Source: an optimization exercise on an open RTL-to-GDS flow (aim: small area, a short achievable clock period and few clock cycles). Production flows keep margins and buffers that such runs may drop.
No run shown here included a check of the RTL's function; only the layout flow was run.
Power and IR drop assume default switching activity.

[config.mk]
export PLATFORM = sky130hd
export DESIGN_NAME = isa_core
export DESIGN_NICKNAME = isa_core
export VERILOG_FILES = /design/flow/design.v
export SDC_FILE = /design/flow/constraint.sdc
export NUM_CORES = 4
export LEC_CHECK = 0
export ABC_CLOCK_PERIOD_IN_PS = 3000
export CAP_MARGIN = 20
export CORE_MARGIN = 2
export CORE_UTILIZATION = 40
export SETUP_SLACK_MARGIN = 5
export SLEW_MARGIN = 20
[constraint.sdc]
create_clock -name core_clock -period 10.0 [get_ports {clk}]
set_input_delay 2.0000 -clock core_clock [delete_from_list [all_inputs] [get_ports {clk}]]
set_output_delay 2.0000 -clock core_clock [all_outputs]
set_load 0.01 [all_outputs]
[design.v]
module isa_core (
    input  wire         clk,
    input  wire         rst,
    output wire         mem_req,
    output wire         mem_we,
    output wire [15:0]  mem_addr,
    output wire [15:0]  mem_wdata,
    input  wire [15:0]  mem_rdata,
    input  wire         mem_ready,
    input  wire         bp_we,
    input  wire [1:0]   bp_idx,
    input  wire         bp_valid,
    input  wire [17:0]  bp_addr,
    output wire         halted,
    output wire         bp_hit,
    output wire [17:0]  pc,
    output wire         flag_z,
    output wire         flag_n,
    output wire         flag_c,
    output wire [31:0]  icount,
    output wire [127:0] regs
);
    localparam [3:0] OP_ADD   = 4'h1,
                     OP_SUB   = 4'h2,
                     OP_AND   = 4'h3,
                     OP_OR    = 4'h4,
                     OP_ADDI  = 4'h5,
                     OP_LOAD  = 4'h6,
                     OP_STORE = 4'h7,
                     OP_JMP   = 4'h8,
                     OP_BRZ   = 4'h9,
                     OP_HALT  = 4'hA;
    reg [17:0] pc_r;         
    reg [17:0] fpc;          
    reg [15:0] ir;
    reg        ir_v;         
    reg        ir_f;         
    reg        mph;          
    reg        m_st;         
    reg        m_ok;         
    reg [2:0]  m_rd;
    reg [15:0] ea;
    reg [15:0] wd;
    reg        halted_r;
    reg        z_r, n_r, c_r;
    reg [31:0] icount_r;
    reg [15:0] rf [0:7];
    reg        bp_v [0:3];
    reg [17:0] bp_a [0:3];
    integer b;
    always @(posedge clk) begin
        for (b = 0; b < 4; b = b + 1) begin
            if (bp_we) begin
                if (bp_idx == b[1:0]) begin
                    bp_v[b] <= bp_valid;
                    bp_a[b] <= bp_addr;
                end
            end else if (rst) begin
                bp_v[b] <= 1'b0;
            end
        end
    end
    integer m;
    reg bp_match;
    always @(*) begin
        bp_match = 1'b0;
        for (m = 0; m < 4; m = m + 1)
            if (bp_v[m] && bp_a[m] == pc_r)
                bp_match = 1'b1;
    end
    wire [3:0]  op     = ir[15:12];
    wire [2:0]  rd     = ir[11:9];
    wire [2:0]  rs1    = ir[8:6];
    wire [2:0]  rs2    = ir[5:3];
    wire [15:0] imm6   = {{10{ir[5]}}, ir[5:0]};
    wire [17:0] off10  = {{8{ir[9]}}, ir[9:0]};
    wire        is_sub  = (op == OP_SUB);
    wire        is_st   = (op == OP_STORE);
    wire        use_imm = (op == OP_ADDI) || (op == OP_LOAD) || (op == OP_STORE);
    wire        is_alu  = (op >= OP_ADD) && (op <= OP_ADDI);
    wire        is_mem  = (op == OP_LOAD) || (op == OP_STORE);
    wire [15:0] a_val  = rf[rs1];
    wire [15:0] b_val  = rf[is_st ? rd : rs2];    
    wire [15:0] opb    = use_imm ? imm6 : (is_sub ? ~b_val : b_val);
    wire [16:0] sum    = {1'b0, a_val} + {1'b0, opb} + {16'd0, is_sub};
    reg  [15:0] alu_r;
    always @(*) begin
        case (op)
            OP_AND:  alu_r = a_val & b_val;
            OP_OR:   alu_r = a_val | b_val;
            default: alu_r = sum[15:0];
        endcase
    end
    wire [17:0] tgt     = pc_r + off10;
    wire        redir   = (op == OP_JMP) || ((op == OP_BRZ) && z_r);
    wire        ex      = ir_v && !mph && !halted_r && !bp_match;
    wire        ex_ins  = ex && !ir_f;
    wire        f_take  = !mph && !halted_r && (!ir_v || (ex && !redir));
    wire        f_ok    = (fpc[17:16] == 2'b00) && (fpc[15:0] != 16'hFFFF);
    wire [15:0] ea_p1   = ea + 16'd1;
    wire [15:0] pc_p1   = pc_r[15:0] + 16'd1;
    wire        st_hit  = (ea == pc_r[15:0]) || (ea_p1 == pc_r[15:0]) || (ea == pc_p1);
    assign mem_req   = !halted_r;
    assign mem_we    = mph && m_st && m_ok;
    assign mem_addr  = mph ? ea : fpc[15:0];
    assign mem_wdata = wd;
    integer i;
    always @(posedge clk) begin
        if (rst) begin
            pc_r     <= 18'd0;
            fpc      <= 18'd0;
            ir_v     <= 1'b0;
            mph      <= 1'b0;
            halted_r <= 1'b0;
            z_r      <= 1'b0;
            n_r      <= 1'b0;
            c_r      <= 1'b0;
            icount_r <= 32'd0;
            for (i = 0; i < 8; i = i + 1)
                rf[i] <= 16'h0000;
        end else begin
            if (f_take) begin
                if (!f_ok) begin
                    ir_v <= 1'b1;
                    ir_f <= 1'b1;
                    fpc  <= fpc + 18'd2;
                end else if (mem_ready) begin
                    ir   <= mem_rdata;
                    ir_v <= 1'b1;
                    ir_f <= 1'b0;
                    fpc  <= fpc + 18'd2;
                end else begin
                    ir_v <= 1'b0;
                end
            end
            if (ex) begin
                icount_r <= icount_r + 32'd1;
                if (ir_f) begin
                    halted_r <= 1'b1;
                    pc_r     <= fpc;
                end else if (op == OP_HALT) begin
                    halted_r <= 1'b1;
                end else if (redir) begin
                    pc_r <= tgt;
                    fpc  <= tgt;
                    ir_v <= 1'b0;
                end else begin
                    pc_r <= fpc;
                end
                if (ex_ins && is_alu) begin
                    rf[rd] <= alu_r;
                    z_r    <= (alu_r == 16'h0000);
                    n_r    <= alu_r[15];
                    if (op == OP_ADD)
                        c_r <= sum[16];
                end
                if (ex_ins && is_mem) begin
                    mph  <= 1'b1;
                    m_st <= is_st;
                    m_ok <= (sum[15:0] != 16'hFFFF);
                    m_rd <= rd;
                    ea   <= sum[15:0];
                    wd   <= b_val;
                end
            end
            if (mph && mem_ready) begin
                mph <= 1'b0;
                if (!m_st && m_ok)
                    rf[m_rd] <= mem_rdata;
                if (m_st && m_ok && st_hit) begin
                    ir_v <= 1'b0;
                    fpc  <= pc_r;
                end
            end
        end
    end
    assign halted = halted_r;
    assign bp_hit = !halted_r && !mph && bp_match;
    assign pc     = pc_r;
    assign flag_z = z_r;
    assign flag_n = n_r;
    assign flag_c = c_r;
    assign icount = icount_r;
    genvar g;
    generate
        for (g = 0; g < 8; g = g + 1) begin : g_regs
            assign regs[16*g +: 16] = rf[g];
        end
    endgenerate
endmodule
[run.sh]
#!/bin/bash
# synth_recipe.tcl (not shown) runs the flow's synth.tcl, then flattens the netlist and writes it again
# the make line also repeats each setting of config.mk as NAME=value (left out here)
make -C /OpenROAD-flow-scripts/flow DESIGN_CONFIG=/design/flow/config.mk WORK_HOME=/design/flow/orfs CLKGATE_MAP_FILE= SYNTH_SCRIPT=/design/flow/synth_recipe.tcl finish
==> reports/metrics.cfg, run 1 <==
[outcome]
status=finished clean

[placement]
dpl.hpwl_mm=48.6
gp_congestion=0.932
numPortBuffers=257

[detailed_routing]
drt_iter0_markers=1638
vias=15700
wl_per_cell_um=25.1
drc=0
drtAntennaViolNets=0
totalWireLength_mm=67.2
first_pass_iters=5
via_per_inst=5.86

[cts]
cts_hold_buf=0
cts-root-buf=clkbuf_16
clkSinkCount=335
cts_tree=done
path_clk_slew_ns=0.06
cts_buffers=40
insertion_delay_ns=0.57
cts_max_level=2
clock_path_buffers=3

[worst_setup_path]
timing.rr.end=z_r$_SDFFE_PP0P_
r2r_start=ir[15]$_DFFE_PP_
crit_path_max_fanout=11
startpoint_type=flip-flop
cp.required_ns=10.51
path_class=flip-flop to flip-flop
ff2ff_path_depth=21
critPathCaptureType=flip-flop
r2r_setup_slack_ns=4.92
worstPathArrival_ns=5.60

[grt]
grt_max_degree=68
gr-usage-all-layers=0.266
grt_pass1_vias=15300
antenna_found_initial=0
grt_pass1_wl_mm=99.5
grt-ovfl-total=0

[final_layout]
final_util=0.515
diodes=0
nFillCells=4203
layout.nets=2115
areaGrowthSynthToFinish_pct=27.7
layout-drive-gt1-share=0.152

[worst_hold_path]
hold_end=icount_r[16]$_SDFFE_PP0N_
hp-class=flip-flop to flip-flop
hold_depth=2
worstHoldStart=icount_r[16]$_SDFFE_PP0N_

[sta]
tightest_slew_ns=1.10
max_freq_mhz=197
setup_viol=0
drv_slew=0
fin_crit_sh=0.508
max_slew_margin=0.262
fin_crit_ns=5.08
rsz0062_at_grt=true
fin_setup_tns_ns=0
whs_ns=0.495
skew_ns=0.0203
hold_viol=0

[logic_synthesis]
ys.flop_type=edfxtp_1
synth_area_leaders=edfxtp_1, dfxtp_1, xnor2_1, mux4_2, nor2_1
synthTopCellsByCount=edfxtp_1, nor2_1, nand2_1
synth_top_area_share=0.403
synthMostInstantiatedCell=edfxtp_1
ys_ff_latch=335
syn_inst=1773
ys_types=84
seq_area_frac_synth=0.483
synth_enable_flop_cells=258
synth_area_leader_cell=edfxtp_1
synthesis.nets=1853
synth_area_per_cell_um2=10.8
async_flop_share=0
yosysWarnings=3
syn_area_um2=19200

[die]
io_pins=258
coreArea_um2=47600
initial_core_util=0.404
dieWidth_um=223
core.rowCount=80
die_area_um2=49800
die_h_um=223

[pwr]
totalPowerFinal_mw=4.02
cellLeakagePower_nw=8.83
power_density_nw_per_um2=164
vdd_drop_max_mv=0.107

[run]
maxCapViolations=0

==> where the power goes <==
part,internal (mW),switching [mW],leakage [nW]
Clock,0.893,0.609,0.642
Sequential,1.56,0.0687,3.14
Combinational,0.386,0.507,5.04
==> per-layer routing <==
layer / routed length [µm] / up-vias / GRT usage
li1: - / 7073 / -
met1: 27700 / 7775 / 0.355
met2: 32000 / 741 / 0.443
met3: 5320 / 111 / 0.0433
met4: 2180 / 0 / 0.0884
met5: 0 / - / 0
==> layout make-up <==
type,count,area (µm²),area share
inverters,54,209,0.00851
clock buffers,57,1130,0.0459
clock inverters,16,201,0.00820
repair buffers,313,3130,0.128
multi-input cells,1291,9800,0.399
flip-flops and latches,335,9320,0.379
well taps,615,769,0.0313
==> worst max-delay path by stage <==
| stage | startpoint | endpoint | slack, ns | depth (start not counted) |
|---|---|---|---|---|
| 2_1_floorplan | ir[15]$_DFFE_PP_ | rf[5][14]$_SDFFCE_PN0P_ | 5.01 | 23 |
| 3_3_place_gp | ir[9]$_DFFE_PP_ | rf[5][14]$_SDFFCE_PN0P_ | 4.03 | 19 |
| 3_5_place_dp | rst | rf[5][4]$_SDFFCE_PN0P_ | 3.85 | 9 |
| 4_1_cts | ir[15]$_DFFE_PP_ | rf[0][13]$_SDFFCE_PN0P_ | 4.99 | 24 |
| 5_1_grt | ir[15]$_DFFE_PP_ | rf[0][13]$_SDFFCE_PN0P_ | 4.73 | 26 |
| 6_report | ir[15]$_DFFE_PP_ | z_r$_SDFFE_PP0P_ | 4.92 | 21 |
==> repair_timing <==
action | 4_1_cts | 5_1_grt
setup buffers | 18 | 14
setup endpoints to repair | 248 | 199
gates cloned | 2 | 0
pin swaps | 15 | 20
gates resized for setup | 60 | 56
==> cells by family after synthesis <==
kind of cell	Yosys count	synth area share
and+or+nand+nor	639	0.166
DFF	335	0.483
AOI/OAI and AO/OA	285	0.0999
xor gates and xnor gates	186	0.0847
buffers and inverters	147	0.0339
muxes	142	0.106
adders and majority gates	39	0.0265
==> state kept, by name, summed over array words and instances (netlist names), 4 cells and up, named ones only <==
name,flops
ea,16
pc_r,18
ir,16
icount_r,32
bp_a,72
bp_v,4
fpc,18
rf,128
wd,16
==> cell usage in the layout, fill, tap and decap left out, types with 46 or more instances in the layout <==
cell             instances
inv_1                   51
mux2i_1                 46
and2_1                  46
edfxtp_1               258
o21ai_0                 51
dfxtp_1                 63
nand2_1                123
nor2_1                 184
a21oi_1                 62
clkdlybuf4s50_1        256
xor2_1                  74
xnor2_1                106
==> metrics by stage <==
step	setup slack (ns)	instances	area (µm²)
2_1_floorplan	5.01	1773	19300
3_3_place_gp	4.03	2573	22400
3_5_place_dp	3.85	2573	22400
4_1_cts	4.99	2666	24200
5_1_grt	4.73	2681	24600
6_report	4.92	2681	24600
==> critical path, stage by stage (launching register included) <==
cell and delay, ns:
edfxtp_1 0.39, nand4b_4 0.21, inv_4 0.12, mux2i_4 0.25, buf_12 0.15, bufbuf_16 0.30
mux2i_1 0.28, a221oi_4 0.12, xnor2_1 0.15, nor2_1 0.09, a21oi_1 0.06, fa_2 0.39
fa_2 0.38, nor2b_2 0.13, o31a_1 0.22, buf_4 0.16, a21oi_1 0.08, a221o_1 0.37
nor4_1 0.36, nand4b_1 0.30, nor4_2 0.32, a31o_1 0.18
==> run 2, diff against run 1 <==
--- a/config.mk
+++ b/config.mk
@@ -5,9 +5,7 @@
 export SDC_FILE = /design/flow/constraint.sdc
 export NUM_CORES = 4
 export LEC_CHECK = 0
-export ABC_CLOCK_PERIOD_IN_PS = 3000
 export CAP_MARGIN = 20
 export CORE_MARGIN = 2
 export CORE_UTILIZATION = 40
-export SETUP_SLACK_MARGIN = 5
 export SLEW_MARGIN = 20
==> reports/metrics.cfg, run 2 <==
[outcome]
status=finished clean

[final_layout]
multi_input_area_um2=9360
largest_register_ffs=128
layout.nets=2085
seqCellArea_um2=9290
final_util=0.496
reg_top3=rf x128, bp_a x72, icount_r x32
layout-drive-gt1-share=0.0999
stdcell_area_um2=23600
layout_commonest_cell=edfxtp_1
areaGrowthSynthToFinish_pct=22.8
nFillCells=4280
regMostFlops=rf
most-common-layout-cells=edfxtp_1, clkdlybuf4s50_1, nor2_1

[worst_setup_path]
ff2ff_path_depth=22
critPathCaptureType=flip-flop
crit_buf_inv=2
cp.required_ns=10.29
path_delay_family=compound AO/OA/AOI/OAI gates
cp_slowest_cell=buf_4
path_depth=22
path_class=flip-flop to flip-flop
cp_slowest_stage_delay_ns=0.61
startpoint_type=flip-flop
worstPathArrival_ns=6.58
cpMostUsedCell=nor2_1
crit_chain=nand4b_4 > inv_4 > mux2i_4 > buf_4 > mux2_2 > o22ai_1 > a221oi_1 > xnor2_1 > nor2_1 > a21oi_1 > fa_1 > fa_1 > nor2b_1 > o31a_1 > o311ai_1 > a311oi_1 > o21a_1 > nor2_1 > xnor2_1 > a221o_1 > mux2i_4 > nor2_1
crit_path_max_fanout=46

[sta]
setup_viol=0
skew_ns=0.0213
fin_crit_sh=0.628
fin_setup_tns_ns=0
drv_slew=0
rsz0062_at_grt=false
hold_viol=0
max_freq_mhz=159
max_slew_margin=0.235
tightest_slew_ns=1.14
whs_ns=0.491
fin_crit_ns=6.28

[placement]
dpl_cell_area_um2=22400
numPortBuffers=257
gp_congestion=0.907
dpl.hpwl_mm=48.0

[logic_synthesis]
synth_mux_area_frac=0.106
syn_area_um2=19200
yosysWarnings=3
synthTopCellsByCount=edfxtp_1, nor2_1, nand2_1
seq_area_frac_synth=0.483
synth_area_leader_cell=edfxtp_1
synth_top_family_by_area=simple AND/OR/NAND/NOR gates
ys_types=84
synth_xor_area_frac=0.0847
synthMostInstantiatedCell=edfxtp_1
synthSimpleGateAreaFrac=0.166
synth_enable_flop_cells=258
synthesis.nets=1853
ys_ff_latch=335
synth_top_area_share=0.403
syn_inst=1773
synth_compound_area_frac=0.0999
synth_area_leaders=edfxtp_1, dfxtp_1, xnor2_1, mux4_2, nor2_1
ys.flop_type=edfxtp_1
synth_area_per_cell_um2=10.8
async_flop_share=0
synthAdderAreaFrac=0.0265

[grt]
grt_pass1_vias=15100
grt_pass1_wl_mm=96.5
antenna_found_initial=1
gr-usage-all-layers=0.257
grt-ovfl-total=0
grt_max_degree=68

[cts]
clock_path_buffers=3
ctsResizeCount=0
cts_tree=done
cts_setup_buffers=0
insertion_delay_ns=0.57
cts-root-buf=clkbuf_16
cts_buffers=40
cts_hold_buf=0
clkSinkCount=335
cts_max_level=2
path_clk_slew_ns=0.06

[worst_hold_path]
hp-class=flip-flop to flip-flop
hold_depth=2

[detailed_routing]
wl_per_cell_um=24.5
drt_iter0_markers=1497
first_pass_iters=7
vias=15400
drc=0
via_per_inst=5.83
totalWireLength_mm=65.0
drtAntennaViolNets=0

[die]
die_h_um=223
initial_core_util=0.404
coreArea_um2=47600
io_pins=258
core.rowCount=80
die_area_um2=49800
dieWidth_um=223

[pwr]
pwr-share-clk=0.372
power.internal_mw=2.66
combPwrFrac=0.200
power_frac_seq=0.428
power.switching_mw=1.12
cellLeakagePower_nw=8.49
vdd_drop_max_mv=0.0950
power_density_nw_per_um2=160
p_sw_frac=0.297

[run]
maxCapViolations=0

==> run 2: cell families (layout without fill, tap and decap cells) <==
| kind of cell | after synthesis | after routing |
|---|---|---|
| AOI/OAI and AO/OA | 285 | 285 |
| buffers and inverters | 147 | 407 |
| other | 0 | 1 |
| DFF | 335 | 335 |
| xor gates and xnor gates | 186 | 186 |
| and+or+nand+nor | 639 | 639 |
| muxes | 142 | 142 |
| adders and majority gates | 39 | 39 |
==> run 2: worst paths after layout <==
kind                                           startpoint                         to  slack [ns]
worst max-delay path                     ir[15]$_DFFE_PP_    rf[7][14]$_SDFFCE_PN0P_        3.72
worst min-delay path            icount_r[18]$_SDFFE_PP0N_  icount_r[18]$_SDFFE_PP0N_        0.49
worst max register to register           ir[15]$_DFFE_PP_    rf[7][14]$_SDFFCE_PN0P_        3.72
worst min register to register  icount_r[18]$_SDFFE_PP0N_  icount_r[18]$_SDFFE_PP0N_        0.49
==> run 2: routing by layer <==
layer  wire length (µm)  global-route usage
met5                  0                   0
met4               1760              0.0849
met3               5180              0.0498
met2              30700               0.419
met1              27300               0.345
==> run 2: power groups by stage <==
stage	sequential (mW)	clock, mW	combinational (mW)
6_report	1.62	1.40	0.755
5_1_grt	1.62	1.47	0.819
4_1_cts	1.62	1.42	0.749
3_5_place_dp	1.65	0	0.744
3_3_place_gp	1.65	0	0.736
2_1_floorplan	1.63	0	0.475
==> run 2: metrics by stage <==
step | total power, mW | setup slack (ns) | std cells
6_report | 3.78 | 3.72 | 2649
4_1_cts | 3.79 | 3.77 | 2647
3_5_place_dp | 2.39 | 3.72 | 2577
2_1_floorplan | 2.10 | 4.54 | 1773
3_3_place_gp | 2.38 | 3.93 | 2577
5_1_grt | 3.91 | 3.23 | 2649
==> run 2: area by class of cell <==
cell class / instances / share of cell area
clock buffers: 48 / 0.0445
flip-flops and latches: 335 / 0.393
multi-input cells: 1291 / 0.396
diodes: 1 / 0.000106
repair buffers: 283 / 0.117
clock inverters: 22 / 0.00731
inverters: 54 / 0.00869
well taps: 615 / 0.0326
==> run 2: worst min-delay path, stage by stage, from the launching register on <==
cell and delay, ns:
dfxtp_1 0.32, o21ai_0 0.07, a21oi_1 0.06

## port drivers added, routing unchanged
No port has a modelled driver above. Below, the same layouts with a new extraction and two added sets of constraints. Step 1: set_driving_cell puts a clkbuf_16 on clk and a buf_2 on each other input, an assumption about the parent block. Step 2 adds t to the input delays and takes it off the output delays; t is the mean of the earliest and latest rising clock arrival at the registers after step 1. Input paths then give back, and output paths get back, about the clock's delay inside the block. Three values: ideal ports, drivers, drivers and shift; two values: the first two.
run	t (ns)	setup slack, ns	worst slew at a driven data input, ns
run 1	0.615	4.917 / 4.917 / 4.337	0.06
run 2	0.612	3.716 / 3.716 / 3.707	0.07
After both steps every run listed still meets setup and hold. For run 1, which loses most, drivers alone change the setup slack by 0.000 ns; drivers and shift together by -0.580 ns.
